From an optimization exercise on the open Yosys and OpenROAD flow, aimed at small area; shortcuts taken in it are not production practice.
In this exercise RTL edits were held to simulation tests only and were not proved equivalent to the original.
Power is estimated from default activity; no workload was simulated.

<file path="design/flow/constraint.sdc">
create_clock -name core_clock -period 14.0 [get_ports {clk}]
set_input_delay 2.8000 -clock core_clock [delete_from_list [all_inputs] [get_ports {clk}]]
set_output_delay 2.8000 -clock core_clock [all_outputs]
set_load 0.01 [all_outputs]
</file>
<file path="design/flow/standard.sh">
#!/bin/bash
# synth_recipe.tcl (not shown) runs the flow's synth.tcl, then flattens the netlist and writes it again
# the make line also repeats each setting of config.mk as NAME=value (left out here)
make -C /OpenROAD-flow-scripts/flow DESIGN_CONFIG=/design/flow/config.mk WORK_HOME=/design/flow/orfs CLKGATE_MAP_FILE= SYNTH_SCRIPT=/design/flow/synth_recipe.tcl "${@:-finish}"
</file>
<file path="design/flow/flow/run.sh">
#!/bin/bash
# The standard layout (standard.sh: ORFS synth .. finish, with the
# standard synthesis unchanged), with two changes made through ORFS's own
# variables:
#  - port buffers are buf_1 instead of the default choice;
#  - clock tree synthesis uses small sink clusters driven by clkbuf_4 and
#    no dummy loads, so the clock tree is smaller.
# ORFS's per-step logs stay under orfs/logs/; make's output goes to make.log.
set -euo pipefail
export BUFFER_PORTS_ARGS="-inputs -outputs -buffer_cell sky130_fd_sc_hd__buf_1"
export CTS_ARGS="-sink_clustering_enable -repair_clock_nets -dont_use_dummy_load -buf_list sky130_fd_sc_hd__clkbuf_4 -sink_clustering_size 9 -sink_clustering_max_diameter 40"
bash standard.sh > make.log 2>&1
</file>
<file path="design/flow/config.mk">
export PLATFORM = sky130hd
export DESIGN_NAME = ada_rx
export DESIGN_NICKNAME = ada_rx
export VERILOG_FILES = /design/flow/design.v
export SDC_FILE = /design/flow/constraint.sdc
export NUM_CORES = 4
export LEC_CHECK = 0
export ABC_AREA = 1
export CAP_MARGIN = 20
export CORE_MARGIN = 2
export CORE_UTILIZATION = 55
export PLACE_DENSITY = 0.65
export SLEW_MARGIN = 20
</file>
<file path="design/flow/design.v">
module ada_rx (
    input  wire        clk,
    input  wire        rst,         
    input  wire        in_valid,
    input  wire [7:0]  in_data,
    output wire        in_ready,
    output wire        out_valid,
    input  wire        out_ready,
    output wire [1:0]  out_kind,    
    output wire [31:0] out_data,
    output wire        out_last
);
    localparam [2:0] SEEK_MARKER  = 3'd0,
                     READ_NAME    = 3'd1,
                     READ_LENGTH  = 3'd2,
                     READ_PAYLOAD = 3'd3,
                     READ_CRC     = 3'd4;
    localparam [2:0] ERR_NONE          = 3'h0,
                     ERR_CRC           = 3'h1,
                     ERR_OVERSIZE      = 3'h2,
                     ERR_UNKNOWN_NAME  = 3'h3,
                     ERR_NAME_TOO_LONG = 3'h4,
                     ERR_RESYNC        = 3'h5,
                     ERR_MALFORMED     = 3'h6,
                     ERR_ALLOC         = 3'h7;
    localparam [1:0] KIND_ERR  = 2'd1,
                     KIND_HDR  = 2'd2,
                     KIND_WORD = 2'd3;
    localparam [31:0] CRC_RESIDUE = 32'hDEBB20E3;
    function [31:0] crc_update(input [31:0] c_in, input [7:0] d);
        integer k;
        reg [31:0] c;
        begin
            c = c_in ^ {24'd0, d};
            for (k = 0; k < 8; k = k + 1)
                c = c[0] ? ((c >> 1) ^ 32'hEDB88320) : (c >> 1);
            crc_update = c;
        end
    endfunction
    reg [2:0]  phase;
    reg [1:0]  mk;             
    reg [7:0]  i;              
    reg        cand;           
    reg [3:0]  name_id;
    reg [7:0]  plen;           
    reg [1:0]  fl;             
    reg [4:0]  p;              
    reg [7:0]  ring0 [0:31];
    reg [7:0]  ring1 [0:31];
    reg [7:0]  ring2 [0:31];
    reg [7:0]  ring3 [0:31];
    reg        o_busy;
    reg        rd;             
    reg [1:0]  o_kind;
    reg [31:0] sr;             
    reg        o_last;
    wire [7:0] b = in_data;
    wire [4:0] tgt = i[4:0] + i[6:2];      
    wire       slot = (p == tgt);
    wire [7:0] i_inc = i + (rd ? 8'd4 : 8'd1);
    wire       i_end = (i_inc == plen);
    assign in_ready  = !o_busy && !rd &&
                       (phase != READ_PAYLOAD || i == 8'd0 || slot);
    assign out_valid = o_busy;
    assign out_kind  = o_kind;
    assign out_data  = sr;
    assign out_last  = o_last;
    wire take = in_valid && in_ready;
    wire marker_hit = (mk == 2'd3) && (b == 8'h41);
    reg [1:0] mk_next;
    always @* begin
        if (marker_hit)
            mk_next = 2'd0;
        else if ((mk == 2'd0 && b == 8'h7E) || (mk == 2'd1 && b == 8'h41) ||
                 (mk == 2'd2 && b == 8'h44))
            mk_next = mk + 2'd1;
        else if (b == 8'h7E)
            mk_next = 2'd1;
        else
            mk_next = 2'd0;
    end
    reg [5:0] nm_exp;
    always @* begin
        case ({name_id, i[3:0]})
            {4'd0, 4'd2}: nm_exp = 6'h34;
            {4'd0, 4'd3}: nm_exp = 6'h03;
            {4'd0, 4'd4}: nm_exp = 6'h2F;
            {4'd0, 4'd5}: nm_exp = 6'h2C;
            {4'd0, 4'd6}: nm_exp = 6'h2F;
            {4'd0, 4'd7}: nm_exp = 6'h32;
            {4'd0, 4'd8}: nm_exp = 6'h00;
            {4'd1, 4'd1}: nm_exp = 6'h32;
            {4'd1, 4'd2}: nm_exp = 6'h25;
            {4'd1, 4'd3}: nm_exp = 6'h21;
            {4'd1, 4'd4}: nm_exp = 6'h34;
            {4'd1, 4'd5}: nm_exp = 6'h28;
            {4'd1, 4'd6}: nm_exp = 6'h25;
            {4'd1, 4'd7}: nm_exp = 6'h00;
            {4'd2, 4'd1}: nm_exp = 6'h32;
            {4'd2, 4'd2}: nm_exp = 6'h21;
            {4'd2, 4'd3}: nm_exp = 6'h24;
            {4'd2, 4'd4}: nm_exp = 6'h29;
            {4'd2, 4'd5}: nm_exp = 6'h25;
            {4'd2, 4'd6}: nm_exp = 6'h2E;
            {4'd2, 4'd7}: nm_exp = 6'h34;
            {4'd2, 4'd8}: nm_exp = 6'h00;
            {4'd3, 4'd1}: nm_exp = 6'h2F;
            {4'd3, 4'd2}: nm_exp = 6'h36;
            {4'd3, 4'd3}: nm_exp = 6'h29;
            {4'd3, 4'd4}: nm_exp = 6'h2E;
            {4'd3, 4'd5}: nm_exp = 6'h27;
            {4'd3, 4'd6}: nm_exp = 6'h07;
            {4'd3, 4'd7}: nm_exp = 6'h32;
            {4'd3, 4'd8}: nm_exp = 6'h21;
            {4'd3, 4'd9}: nm_exp = 6'h24;
            {4'd3, 4'd10}: nm_exp = 6'h29;
            {4'd3, 4'd11}: nm_exp = 6'h25;
            {4'd3, 4'd12}: nm_exp = 6'h2E;
            {4'd3, 4'd13}: nm_exp = 6'h34;
            {4'd3, 4'd14}: nm_exp = 6'h00;
            {4'd4, 4'd1}: nm_exp = 6'h32;
            {4'd4, 4'd2}: nm_exp = 6'h2F;
            {4'd4, 4'd3}: nm_exp = 6'h33;
            {4'd4, 4'd4}: nm_exp = 6'h33;
            {4'd4, 4'd5}: nm_exp = 6'h06;
            {4'd4, 4'd6}: nm_exp = 6'h21;
            {4'd4, 4'd7}: nm_exp = 6'h24;
            {4'd4, 4'd8}: nm_exp = 6'h25;
            {4'd4, 4'd9}: nm_exp = 6'h00;
            {4'd5, 4'd1}: nm_exp = 6'h21;
            {4'd5, 4'd2}: nm_exp = 6'h29;
            {4'd5, 4'd3}: nm_exp = 6'h2E;
            {4'd5, 4'd4}: nm_exp = 6'h22;
            {4'd5, 4'd5}: nm_exp = 6'h2F;
            {4'd5, 4'd6}: nm_exp = 6'h37;
            {4'd5, 4'd7}: nm_exp = 6'h00;
            {4'd6, 4'd2}: nm_exp = 6'h32;
            {4'd6, 4'd3}: nm_exp = 6'h25;
            {4'd6, 4'd4}: nm_exp = 6'h00;
            {4'd7, 4'd1}: nm_exp = 6'h37;
            {4'd7, 4'd2}: nm_exp = 6'h29;
            {4'd7, 4'd3}: nm_exp = 6'h2E;
            {4'd7, 4'd4}: nm_exp = 6'h2B;
            {4'd7, 4'd5}: nm_exp = 6'h2C;
            {4'd7, 4'd6}: nm_exp = 6'h25;
            {4'd7, 4'd7}: nm_exp = 6'h00;
            {4'd8, 4'd1}: nm_exp = 6'h25;
            {4'd8, 4'd2}: nm_exp = 6'h35;
            {4'd8, 4'd3}: nm_exp = 6'h32;
            {4'd8, 4'd4}: nm_exp = 6'h21;
            {4'd8, 4'd5}: nm_exp = 6'h2C;
            {4'd8, 4'd6}: nm_exp = 6'h04;
            {4'd8, 4'd7}: nm_exp = 6'h32;
            {4'd8, 4'd8}: nm_exp = 6'h2F;
            {4'd8, 4'd9}: nm_exp = 6'h30;
            {4'd8, 4'd10}: nm_exp = 6'h00;
            {4'd9, 4'd1}: nm_exp = 6'h21;
            {4'd9, 4'd2}: nm_exp = 6'h34;
            {4'd9, 4'd3}: nm_exp = 6'h25;
            {4'd9, 4'd4}: nm_exp = 6'h32;
            {4'd9, 4'd5}: nm_exp = 6'h04;
            {4'd9, 4'd6}: nm_exp = 6'h32;
            {4'd9, 4'd7}: nm_exp = 6'h2F;
            {4'd9, 4'd8}: nm_exp = 6'h30;
            {4'd9, 4'd9}: nm_exp = 6'h00;
            {4'd10, 4'd4}: nm_exp = 6'h34;
            {4'd10, 4'd5}: nm_exp = 6'h12;
            {4'd10, 4'd6}: nm_exp = 6'h21;
            {4'd10, 4'd7}: nm_exp = 6'h29;
            {4'd10, 4'd8}: nm_exp = 6'h2E;
            {4'd10, 4'd9}: nm_exp = 6'h00;
            {4'd11, 4'd3}: nm_exp = 6'h30;
            {4'd11, 4'd4}: nm_exp = 6'h12;
            {4'd11, 4'd5}: nm_exp = 6'h21;
            {4'd11, 4'd6}: nm_exp = 6'h29;
            {4'd11, 4'd7}: nm_exp = 6'h2E;
            {4'd11, 4'd8}: nm_exp = 6'h00;
            {4'd12, 4'd4}: nm_exp = 6'h35;
            {4'd12, 4'd5}: nm_exp = 6'h33;
            {4'd12, 4'd6}: nm_exp = 6'h00;
            {4'd13, 4'd1}: nm_exp = 6'h2E;
            {4'd13, 4'd2}: nm_exp = 6'h23;
            {4'd13, 4'd3}: nm_exp = 6'h2F;
            {4'd13, 4'd4}: nm_exp = 6'h24;
            {4'd13, 4'd5}: nm_exp = 6'h25;
            {4'd13, 4'd6}: nm_exp = 6'h24;
            {4'd13, 4'd7}: nm_exp = 6'h02;
            {4'd13, 4'd8}: nm_exp = 6'h35;
            {4'd13, 4'd9}: nm_exp = 6'h26;
            {4'd13, 4'd10}: nm_exp = 6'h26;
            {4'd13, 4'd11}: nm_exp = 6'h25;
            {4'd13, 4'd12}: nm_exp = 6'h32;
            {4'd13, 4'd13}: nm_exp = 6'h00;
            {4'd14, 4'd2}: nm_exp = 6'h2C;
            {4'd14, 4'd3}: nm_exp = 6'h2C;
            {4'd14, 4'd4}: nm_exp = 6'h02;
            {4'd14, 4'd5}: nm_exp = 6'h35;
            {4'd14, 4'd6}: nm_exp = 6'h26;
            {4'd14, 4'd7}: nm_exp = 6'h26;
            {4'd14, 4'd8}: nm_exp = 6'h25;
            {4'd14, 4'd9}: nm_exp = 6'h32;
            {4'd14, 4'd10}: nm_exp = 6'h00;
            {4'd15, 4'd2}: nm_exp = 6'h25;
            {4'd15, 4'd3}: nm_exp = 6'h25;
            {4'd15, 4'd4}: nm_exp = 6'h24;
            {4'd15, 4'd5}: nm_exp = 6'h14;
            {4'd15, 4'd6}: nm_exp = 6'h25;
            {4'd15, 4'd7}: nm_exp = 6'h33;
            {4'd15, 4'd8}: nm_exp = 6'h34;
            {4'd15, 4'd9}: nm_exp = 6'h00;
            default: nm_exp = 6'h00;
        endcase
    end
    reg       nm_ok;
    reg [3:0] nm_rep;
    always @* begin
        nm_ok  = (nm_exp == 6'h00) ? (b == 8'h00) : (b[7:6] == 2'b01 && b[5:0] == nm_exp);
        nm_rep = name_id;
        if (i[3:0] == 4'd0) begin
            nm_ok = 1'b1;
            case (b)
                8'h42: nm_rep = 4'd1;
                8'h43: nm_rep = 4'd4;
                8'h45: nm_rep = 4'd13;
                8'h46: nm_rep = 4'd6;
                8'h47: nm_rep = 4'd2;
                8'h4D: nm_rep = 4'd3;
                8'h4E: nm_rep = 4'd8;
                8'h52: nm_rep = 4'd5;
                8'h53: nm_rep = 4'd0;
                8'h54: nm_rep = 4'd7;
                8'h57: nm_rep = 4'd9;
                default: nm_ok = 1'b0;
            endcase
        end
        if (name_id == 4'd0 && i[3:0] == 4'd1) begin
            nm_ok = 1'b1;
            case (b)
                8'h65: nm_rep = 4'd0;
                8'h70: nm_rep = 4'd15;
                8'h74: nm_rep = 4'd10;
                default: nm_ok = 1'b0;
            endcase
        end
        if (name_id == 4'd6 && i[3:0] == 4'd1) begin
            nm_ok = 1'b1;
            case (b)
                8'h69: nm_rep = 4'd6;
                8'h75: nm_rep = 4'd14;
                default: nm_ok = 1'b0;
            endcase
        end
        if (name_id == 4'd10 && i[3:0] == 4'd2) begin
            nm_ok = 1'b1;
            case (b)
                8'h61: nm_rep = 4'd10;
                8'h6F: nm_rep = 4'd11;
                default: nm_ok = 1'b0;
            endcase
        end
        if (name_id == 4'd10 && i[3:0] == 4'd3) begin
            nm_ok = 1'b1;
            case (b)
                8'h72: nm_rep = 4'd10;
                8'h74: nm_rep = 4'd12;
                default: nm_ok = 1'b0;
            endcase
        end
        nm_ok = nm_ok && cand && (i[7:4] == 4'd0);
    end
    wire name_known = nm_ok;
    wire [5:0] n = plen[7:2];              
    wire n0 = (n == 6'd0), n1 = (n == 6'd1), n2 = (n == 6'd2),
         n3 = (n == 6'd3), n4 = (n == 6'd4);
    wire ge1 = !n0, ge2 = ge1 && !n1, ge3 = ge2 && !n2;
    reg fits;
    always @* begin
        case (name_id)
            4'd0:  fits = ge2;                  
            4'd1:  fits = n3;                   
            4'd2:  fits = ge3;                  
            4'd3:  fits = ge3;                  
            4'd4:  fits = ge1;                  
            4'd5:  fits = n2;                   
            4'd6:  fits = n3;                   
            4'd7:  fits = n4;                   
            4'd8:  fits = n1;                   
            4'd9:  fits = n3;                   
            4'd10: fits = n2;                   
            4'd11: fits = n0;                   
            4'd12: fits = n0;                   
            4'd13: fits = ge3 && n[0];          
            4'd14: fits = ge3 && fl[0];         
            default: fits = n0;                 
        endcase
    end
    wire malformed = (plen[1:0] != 2'd0) || !fits;
    wire [31:0] fb_w1 = {b, ring2[0], ring1[1], ring0[2]};
    wire [31:0] fb_w0 = {ring3[4], ring2[5], ring1[6], ring0[7]};
    wire        fb_h0 = |fb_w0[31:5];
    wire        fb_h1 = |fb_w1[31:5];
    wire        fb_sa = (fb_w0[4:0] <= 5'd5);
    wire [4:0]  fb_x  = fb_sa ? fb_w0[4:0] : fb_w1[4:0];
    wire [4:0]  fb_y  = fb_sa ? fb_w1[4:0] : fb_w0[4:0];
    wire [7:0]  fb_pr = fb_x[2:0] * fb_y;
    wire [5:0]  fb_m     = plen[7:2] - 6'd3;
    wire        fb_ok = fb_h0 ? (!fb_h1 && fb_w1[4:0] == 5'd0 && fb_m == 6'd0) :
                        fb_h1 ? (fb_w0[4:0] == 5'd0 && fb_m == 6'd0) :
                                (fb_x <= 5'd5) && (fb_pr == {2'd0, fb_m});
    wire [31:0] crc_next = ~crc_update(~sr, b);
    reg       ev;
    reg [2:0] ev_code;
    always @* begin
        ev      = 1'b0;
        ev_code = ERR_NONE;
        if (marker_hit) begin
            if (phase != SEEK_MARKER) begin
                ev = 1'b1; ev_code = ERR_RESYNC;
            end
        end else begin
            case (phase)
                READ_NAME:
                    if (b == 8'h00) begin
                        if (!name_known) begin
                            ev = 1'b1; ev_code = ERR_UNKNOWN_NAME;
                        end
                    end else if (i[5]) begin
                        ev = 1'b1; ev_code = ERR_NAME_TOO_LONG;
                    end
                READ_LENGTH:
                    if (i[1:0] == 2'd3) begin
                        if (b != 8'd0 || fl[0]) begin
                            ev = 1'b1; ev_code = ERR_OVERSIZE;
                        end else if (fl[1] || (plen[7] && plen[6:0] != 7'd0)) begin
                            ev = 1'b1; ev_code = ERR_ALLOC;
                        end
                    end
                READ_CRC:
                    if (i[1:0] == 2'd3) begin
                        ev = 1'b1;
                        if (crc_next != ~CRC_RESIDUE)
                            ev_code = ERR_CRC;
                        else if (malformed)
                            ev_code = ERR_MALFORMED;
                    end
                default: ;
            endcase
        end
    end
    wire wr = take && (phase == READ_PAYLOAD);
    integer q;
    always @(posedge clk) begin
        for (q = 1; q < 32; q = q + 1) begin
            ring0[q] <= ring0[q-1];
            ring1[q] <= ring1[q-1];
            ring2[q] <= ring2[q-1];
            ring3[q] <= ring3[q-1];
        end
        ring0[0] <= (wr && i[1:0] == 2'd0) ? b : ring0[31];
        ring1[0] <= (wr && i[1:0] == 2'd1) ? b : ring1[31];
        ring2[0] <= (wr && i[1:0] == 2'd2) ? b : ring2[31];
        ring3[0] <= (wr && i[1:0] == 2'd3) ? b : ring3[31];
    end
    wire ld_word = rd && !o_busy && slot;
    wire sel_crc = take && !ev && (phase == READ_PAYLOAD || phase == READ_CRC);
    wire sel_err = take && ev && (ev_code != ERR_NONE);
    wire sel_hdr = take && ev && (ev_code == ERR_NONE);
    always @(posedge clk) begin
        if (ld_word || take)
            sr <= ({32{ld_word}} & {ring3[28], ring2[29], ring1[30], ring0[31]}) |
                  ({32{sel_crc}} & crc_next) |
                  ({32{sel_err}} & {29'd0, ev_code}) |
                  ({32{sel_hdr}} & {18'd0, plen[7:2], 4'd0, name_id});
        if (wr && i == 8'd0)
            p <= 5'd1;
        else
            p <= p + 5'd1;
        if (rst) begin
            phase  <= SEEK_MARKER;
            mk     <= 2'd0;
            o_busy <= 1'b0;
            rd     <= 1'b0;
            p      <= 5'd0;
        end else begin
            if (o_busy && out_ready)
                o_busy <= 1'b0;
            if (ld_word) begin
                o_busy <= 1'b1;
                o_kind <= KIND_WORD;
                o_last <= i_end;
                if (i_end)
                    rd <= 1'b0;
                i      <= i_inc;
            end
            if (take) begin
                mk <= mk_next;
                if (ev) begin
                    o_busy <= 1'b1;
                    if (ev_code != ERR_NONE) begin
                        o_kind <= KIND_ERR;
                        o_last <= 1'b1;
                    end else begin
                        o_kind <= KIND_HDR;
                        o_last <= (plen == 8'd0);
                        rd     <= (plen != 8'd0);
                    end
                end
                if (marker_hit || ev) begin
                    i     <= 8'd0;
                    cand  <= 1'b1;
                    name_id <= 4'd0;
                    phase <= marker_hit ? READ_NAME : SEEK_MARKER;
                end else begin
                    case (phase)
                        READ_NAME:
                            if (b == 8'h00) begin
                                name_id <= nm_rep;
                                i       <= 8'd0;
                                phase   <= READ_LENGTH;
                            end else begin
                                cand    <= nm_ok;
                                name_id <= nm_rep;
                                i    <= i_inc;
                            end
                        READ_LENGTH: begin
                            i <= i_inc;
                            case (i[1:0])
                                2'd0: plen <= b;
                                2'd1: begin
                                    fl[0] <= ({b, plen} > 16'd50000);
                                    fl[1] <= (b != 8'd0);
                                end
                                2'd2: fl[0] <= fl[0] || (b != 8'd0);
                                default: begin
                                    i     <= 8'd0;
                                    phase <= (plen == 8'd0) ? READ_CRC : READ_PAYLOAD;
                                end
                            endcase
                        end
                        READ_PAYLOAD: begin
                            if (i == 8'd7)
                                fl[0] <= fb_ok;
                            i <= i_inc;
                            if (i_end) begin
                                i     <= 8'd0;
                                phase <= READ_CRC;
                            end
                        end
                        READ_CRC:
                            i <= i_inc;
                        default: ;
                    endcase
                end
            end
        end
    end
endmodule
</file>
==> flow_metrics.py, run 1 <==
metrics = {
    "place": {
        "dp_hpwl_um": 44100,
        "dpl_worst_slack_ns": 7.23,
        "gp_congestion": 0.974,
        "port_buffers": 48,
        "dpl-instance-area_mm2": 0.0300,
    },
    "synth": {
        "synth_edf_count": 58,
        "postSynthCellCount": 2341,
        "yosysTopAreaCellShare": 0.714,
        "syn_avg_cell_area_um2": 12.4,
        "ys_seq_area_frac": 0.774,
        "synth.area.top_cells": "dfxtp_1, edfxtp_1, nand2_1",
        "netlist_area_mm2": 0.0291,
        "synth-seq-cells": 1094,
        "synthesis.nets": 2397,
        "async_flop_share": 0,
        "synth_warnings": 5,
        "synth.largest_area_cell": "dfxtp_1",
        "ys.flop_type": "dfxtp_1",
        "synth.distinct_cells": 59,
    },
    "finish": {
        "drive_gt1_frac": 0.0861,
        "syn2layout_area_growth_pct": 7.06,
        "multi_input_area_mm2": 0.00584,
        "regArea_mm2": 0.0225,
        "num-fill-cells": 4271,
        "nets": 2568,
        "final_common_cell": "dfxtp_1",
        "most-common-layout-cells": "dfxtp_1, nand2_1, clkbuf_4",
        "stdcell_area_mm2": 0.0311,
    },
    "routing": {
        "ant_nets": 0,
        "routedWlPerCell_um": 19.3,
        "num_vias": 16110,
        "drt_pass1_iterations": 6,
        "wirelength_um": 61900,
        "routed_via_density": 5.03,
        "drc_errors": 0,
        "detail_route.iter0.violations": 1327,
    },
    "clock_network": {
        "post_cts_resized": 0,
        "clk_pin_slew_ns": 0.09,
        "holdBufCountCts": 0,
        "cts_buffer_depth": 3,
        "clkSinkCount": 1094,
        "cts_buffers": 147,
        "clock-root-buffer": "clkbuf_4",
        "cts_tree": "done",
        "postCtsSetupBuffers": 0,
        "clock_latency_ns": 0.98,
        "htreeDepth": 4,
    },
    "floorplan": {
        "dieArea_mm2": 0.0547,
        "num_rows": 84,
        "ios": 49,
        "die_x_um": 234,
        "coreArea_mm2": 0.0523,
        "start_util": 0.555,
        "die_h_um": 234,
    },
    "setup_path": {
        "critPathKind": "flop to output port",
        "path_max_fanout": 18,
        "crit_start": "i[1]",
        "crit_arrival_ns": 3.94,
        "required_ns": 11.20,
        "crit_path_end": "in_ready",
        "end_kind": "output port",
        "cp_common_cell": "inv_1",
        "rrSetupSlack_ns": 8.43,
        "slowest_delay_ns": 0.73,
        "rr_startpoint": "name_id[0]",
        "path_cells": "inv_1 -> ha_1 -> inv_1 -> nor2_1 -> inv_1 -> nor2_1 -> nor3_1 -> nor3_1 -> buf_1",
        "rr_worst_depth": 26,
        "cp-start-kind": "flop",
        "critPathSlowestCell": "edfxtp_1",
        "timing.rr.end": "sr[5]",
    },
    "pwr": {
        "powerDensity_mw_per_mm2": 180,
        "swShare": 0.289,
        "power.share.clock": 0.243,
        "seqPwrFrac": 0.584,
        "p_leak_nw": 12.9,
        "power_mw": 5.60,
        "ir_worst_vdd_v": 0.000121,
        "p_int_mw": 3.98,
        "switchingPower_mw": 1.62,
        "p_comb_frac": 0.173,
    },
    "outcome": {
        "status": "finished clean",
    },
    "grt": {
        "grt.total_usage": 0.234,
        "grt_overflow": 0,
        "grt_pass1_vias": 15993,
        "antenna_found_initial": 7,
        "grt_max_degree": 36,
        "grt_pass1_wl_um": 93900,
    },
    "timing": {
        "setup_tns_ns": 0,
        "maxSlewHeadroom": 0.289,
        "post-route-period-util": 0.481,
        "whs_ns": 0.270,
        "finalWorstSetupSlack_ns": 7.26,
        "tightest_slew_ns": 1.06,
        "slew_violations": 0,
        "setup_viol": 0,
        "min_period_ns": 6.74,
        "clock_skew_ns": 0.113,
        "final-hold-violation-count": 0,
        "rsz0062_at_grt": "false",
        "fmax_ghz": 0.148,
    },
    "worst_hold_path": {
        "hp-class": "flop to flop",
        "hp-start": "ring0[13][4]",
    },
    "run": {
        "cap_violations": 0,
    },
}
## per-layer routing
layer,share of wire,vias to the layer above,GRT usage
met5,0.00024,-,0
met4,0.027,2,0.0908
met3,0.060,115,0.0509
met2,0.45,509,0.362
met1,0.46,7669,0.322
li1,-,7815,-
## worst max-delay path, delay by kind of cell (launching register included)
family / cells / cell delay [ns]
fa+ha+maj: 1 / 0.43
buf+inv: 4 / 1.03
flops: 1 / 0.73
simple gates: 4 / 0.87
## sequential cells by signal (all words and copies together) (netlist names), 2 cells and up
name	cells
ring0	256
ring1	256
ring2	256
ring3	256
sr	32
i	8
plen	8
p	5
name_id	4
phase	3
fl	2
mk	2
o_kind	2
## stage by stage
stage | cells | util
2_1_floorplan | 2341 | -
3_3_place_gp | 3051 | 0.573
3_5_place_dp | 3051 | 0.573
4_1_cts | 3198 | 0.594
5_1_grt | 3201 | 0.594
6_report | 3205 | 0.594
## power by group through the flow
stage	Combinational, mW	Sequential [mW]	Clock, mW
floorplan	0.674	3.32	0
global placement	0.960	3.34	0
detailed placement	0.955	3.34	0
CTS	0.961	3.27	1.42
global route	1.07	3.27	1.56
finish	0.968	3.27	1.36
## synth_stat cells (5+ instances only)
master	count
o21ai_0	79
nor3_1	23
o21ai_1	7
fa_1	5
inv_2	9
nand2_2	8
nand3b_1	8
xnor2_1	33
nor2_2	5
a31oi_1	5
edfxtp_1	58
buf_4	6
o21ai_2	11
buf_2	11
or2_2	6
nand4_1	19
ha_1	39
clkbuf_1	15
a21oi_1	47
o22ai_1	9
nand2_1	392
dfxtp_1	1036
nand3_1	115
nor4_1	15
nor2_1	127
xor2_1	58
inv_1	134
## worst min-delay path by stage
stage / endpoint / slack (ns) / cells past startpoint
floorplan: ring0[10][0] / 0.31 / 0
global route: ring0[14][4] / 0.25 / 0
global placement: ring3[13][1] / 0.31 / 0
finish: ring0[14][4] / 0.27 / 0
detailed placement: ring0[15][7] / 0.31 / 0
CTS: ring0[14][4] / 0.26 / 0
## cell families after synthesis
| group | share of synthesized area |
|---|---|
| AO/OA/AOI/OAI | 0.0367 |
| AND/OR/NAND/NOR | 0.110 |
| adder cells (fa/ha/maj) | 0.0202 |
| buffers and inverters | 0.0254 |
| flip-flops | 0.774 |
| XOR/XNOR | 0.0342 |
## area by class of cell
type                    count  area share
inverters                 148      0.0179
repair buffers             56     0.00772
multi-input cells        1065       0.188
flip-flops and latches   1094       0.723
well taps                 688      0.0277
diodes                      7    0.000563
clock buffers             147      0.0355
==> inputs of run 2 (changes only) <==
--- a/design/flow/design.v
+++ b/design/flow/design.v
@@ -62,3 +62,3 @@
     assign in_ready  = !o_busy && !rd &&
-                       (phase != READ_PAYLOAD || i == 8'd0 || slot);
+                       (phase != READ_PAYLOAD || slot);
     assign out_valid = o_busy;
@@ -373,6 +373,3 @@
                   ({32{sel_hdr}} & {18'd0, plen[7:2], 4'd0, name_id});
-        if (wr && i == 8'd0)
-            p <= 5'd1;
-        else
-            p <= p + 5'd1;
+        p <= p + 5'd1;
         if (rst) begin
==> flow_metrics.py, run 2 <==
metrics = {
    "outcome": {
        "status": "finished clean",
    },
    "worst_hold_path": {
        "hp-class": "flop to flop",
        "hp-start": "ring2[23][6]",
    },
    "synth": {
        "netlist_area_mm2": 0.0289,
        "synth.top_cells.by_count": "dfxtp_1, nand2_1, nor2_1",
        "synth.distinct_cells": 58,
        "synth_edf_count": 58,
        "synth-seq-cells": 1094,
        "synth_warnings": 5,
        "postSynthCellCount": 2301,
        "async_flop_share": 0,
        "syn_avg_cell_area_um2": 12.5,
        "synth.largest_area_cell": "dfxtp_1",
        "synth.area.top_cells": "dfxtp_1, edfxtp_1, nand2_1",
        "yosysTopAreaCellShare": 0.718,
        "synthesis.nets": 2357,
        "ys.flop_type": "dfxtp_1",
        "ys_seq_area_frac": 0.779,
        "synth.most_common_cell": "dfxtp_1",
    },
    "routing": {
        "wirelength_um": 59500,
        "detail_route.iter0.violations": 1155,
        "ant_nets": 0,
        "num_vias": 15735,
        "routed_via_density": 4.99,
        "drt_pass1_iterations": 5,
        "drc_errors": 0,
        "routedWlPerCell_um": 18.9,
    },
    "pwr": {
        "p_leak_nw": 12.9,
        "powerDensity_mw_per_mm2": 168,
        "ir_worst_vdd_v": 0.000106,
    },
    "place": {
        "place_inst": 3001,
        "dpl-instance-area_mm2": 0.0298,
        "port_buffers": 48,
        "gp_congestion": 0.927,
        "dp_hpwl_um": 41600,
    },
    "timing": {
        "fmax_ghz": 0.151,
        "clock_skew_ns": 0.125,
        "setup_tns_ns": 0,
        "slew_violations": 0,
        "tightest_slew_ns": 1.05,
        "setup_viol": 0,
        "post-route-period-util": 0.472,
        "min_period_ns": 6.61,
        "rsz0062_at_grt": "false",
        "maxSlewHeadroom": 0.293,
        "final-hold-violation-count": 0,
    },
    "floorplan": {
        "num_rows": 83,
        "coreArea_mm2": 0.0516,
        "die_x_um": 233,
        "start_util": 0.559,
        "die_h_um": 233,
        "dieArea_mm2": 0.0543,
        "ios": 49,
    },
    "clock_network": {
        "cts_tree": "done",
        "clkSinkCount": 1094,
        "cts_buffers": 149,
        "clk_pin_slew_ns": 0.09,
        "htreeDepth": 4,
        "holdBufCountCts": 0,
        "clock-root-buffer": "clkbuf_4",
        "clock_latency_ns": 0.97,
        "post_cts_resized": 0,
        "postCtsSetupBuffers": 0,
        "cts_buffer_depth": 3,
    },
    "finish": {
        "final_common_cell": "dfxtp_1",
        "regArea_mm2": 0.0225,
        "most-common-layout-cells": "dfxtp_1, nand2_1, nor2_1",
        "stdcell_count": 3154,
        "drive_gt1_frac": 0.0842,
        "multi_input_area_mm2": 0.00565,
        "num-fill-cells": 4083,
        "nets": 2528,
        "syn2layout_area_growth_pct": 7.03,
        "stdcell_area_mm2": 0.0309,
    },
    "run": {
        "cap_violations": 0,
    },
    "setup_path": {
        "critPathKind": "flop to output port",
        "crit_start": "i[2]",
        "required_ns": 11.20,
        "crit_arrival_ns": 3.81,
        "path_max_fanout": 21,
        "end_kind": "output port",
        "rr_startpoint": "i[2]",
        "cp-start-kind": "flop",
    },
    "grt": {
        "grt_overflow": 0,
        "grt_pass1_vias": 15750,
        "antenna_found_initial": 2,
        "grt.total_usage": 0.227,
        "grt_pass1_wl_um": 90800,
        "grt_max_degree": 40,
    },
}
## run 2: changes by cell type in the layout (fill, tap and decap cells not counted), moves of 8 or more
cell	previous run	this run
nor2_1	126	154
nand3_1	115	104
a21oi_1	47	59
o21ai_2	11	0
o21ai_0	79	62
nand2_1	392	343
nand4_1	19	27
## run 2: metrics by stage
stage | hold WS (ns) | utilization | setup slack, ns | power (mW)
final | 0.245 | 0.599 | 7.39 | 5.20
after global routing | 0.249 | 0.599 | 7.06 | 5.46
after CTS | 0.229 | 0.598 | 7.21 | 5.27
after detailed placement | 0.312 | 0.577 | 6.95 | 3.90
after global placement | 0.310 | 0.577 | 7.11 | 3.90
after floorplan | 0.310 | - | 8.32 | 3.71
## run 2: path summary, 6_finish.rpt
check	slack, ns	end	cells past startpoint
worst min register to register	0.24	ring2[24][6]	0
worst min-delay path	0.24	ring2[24][6]	0
worst max-delay path	7.39	in_ready	8
worst max register to register	8.62	plen[3]	24
## run 2: area by class of cell
| class | count | area share |
|---|---|---|
| clock buffer | 149 | 0.0362 |
| multi-input combinational | 1025 | 0.183 |
| inverter | 146 | 0.0177 |
| timing repair buffer | 56 | 0.00777 |
| sequential | 1094 | 0.728 |
| antenna | 4 | 0.000324 |
| tap | 680 | 0.0275 |
## run 2: logic make-up after synthesis
kind of cell               Yosys count  synth area share
DFF                               1094             0.779
and+or+nand+nor                    701             0.104
buffers and inverters              182            0.0257
AOI/OAI and AO/OA                  175            0.0349
xor gates and xnor gates           102            0.0346
adders and majority gates           44            0.0204
muxes                                3           0.00117
## run 2: worst max-delay path, stage by stage, from the launching register on
cell and delay (ns):
edfxtp_1 0.94, inv_2 0.42, ha_1 0.44, or2_2 0.10, nand4_1 0.08, a211oi_1 0.22, o211ai_1 0.17, a211oi_1 0.33
buf_1 0.20
## run 2: power by group
group,switching (mW),internal (mW),total [mW]
clock network,0.882,0.489,1.37
logic,0.402,0.190,0.592
registers,0.0542,3.19,3.24
total,1.34,3.87,5.20
## run 2: layer usage
metal | up-vias | share of wire | routed length, um | track usage
li1 | 7709 | - | - | -
met1 | 7478 | 0.46 | 27300 | 0.303
met2 | 453 | 0.46 | 27600 | 0.360
met3 | 95 | 0.052 | 3100 | 0.0494
met4 | 0 | 0.027 | 1600 | 0.0912
met5 | - | 0 | 0 | 0

-- separate check: timing with driven ports --
No port has a modelled driver above. Below, the same layouts with a new extraction and two added sets of constraints. Step 1 assumes that a clkbuf_16 drives the clock port and a buf_2 every other input. Step 2 adds t to the input delays and takes it off the output delays; t is the mean of the earliest and latest rising clock arrival at the registers after step 1. Input paths then give back, and output paths get back, about the clock's delay inside the block. a / b / c = ideal ports / drivers / drivers and shift; a / b = the first two.
| run | t (ns) | slack for setup (ns) | worst register clock-pin slew, ns |
|---|---|---|---|
| run 1 | 0.986 | 7.261 / 7.204 / 7.109 | 0.10 / 0.10 |
| run 2 | 0.965 | 7.394 / 7.337 / 6.817 | 0.10 / 0.10 |
After both steps every run listed still meets setup and hold. The setup slack of run 2, which loses most, moves by -0.057 ns with the drivers and by -0.577 ns with both steps.
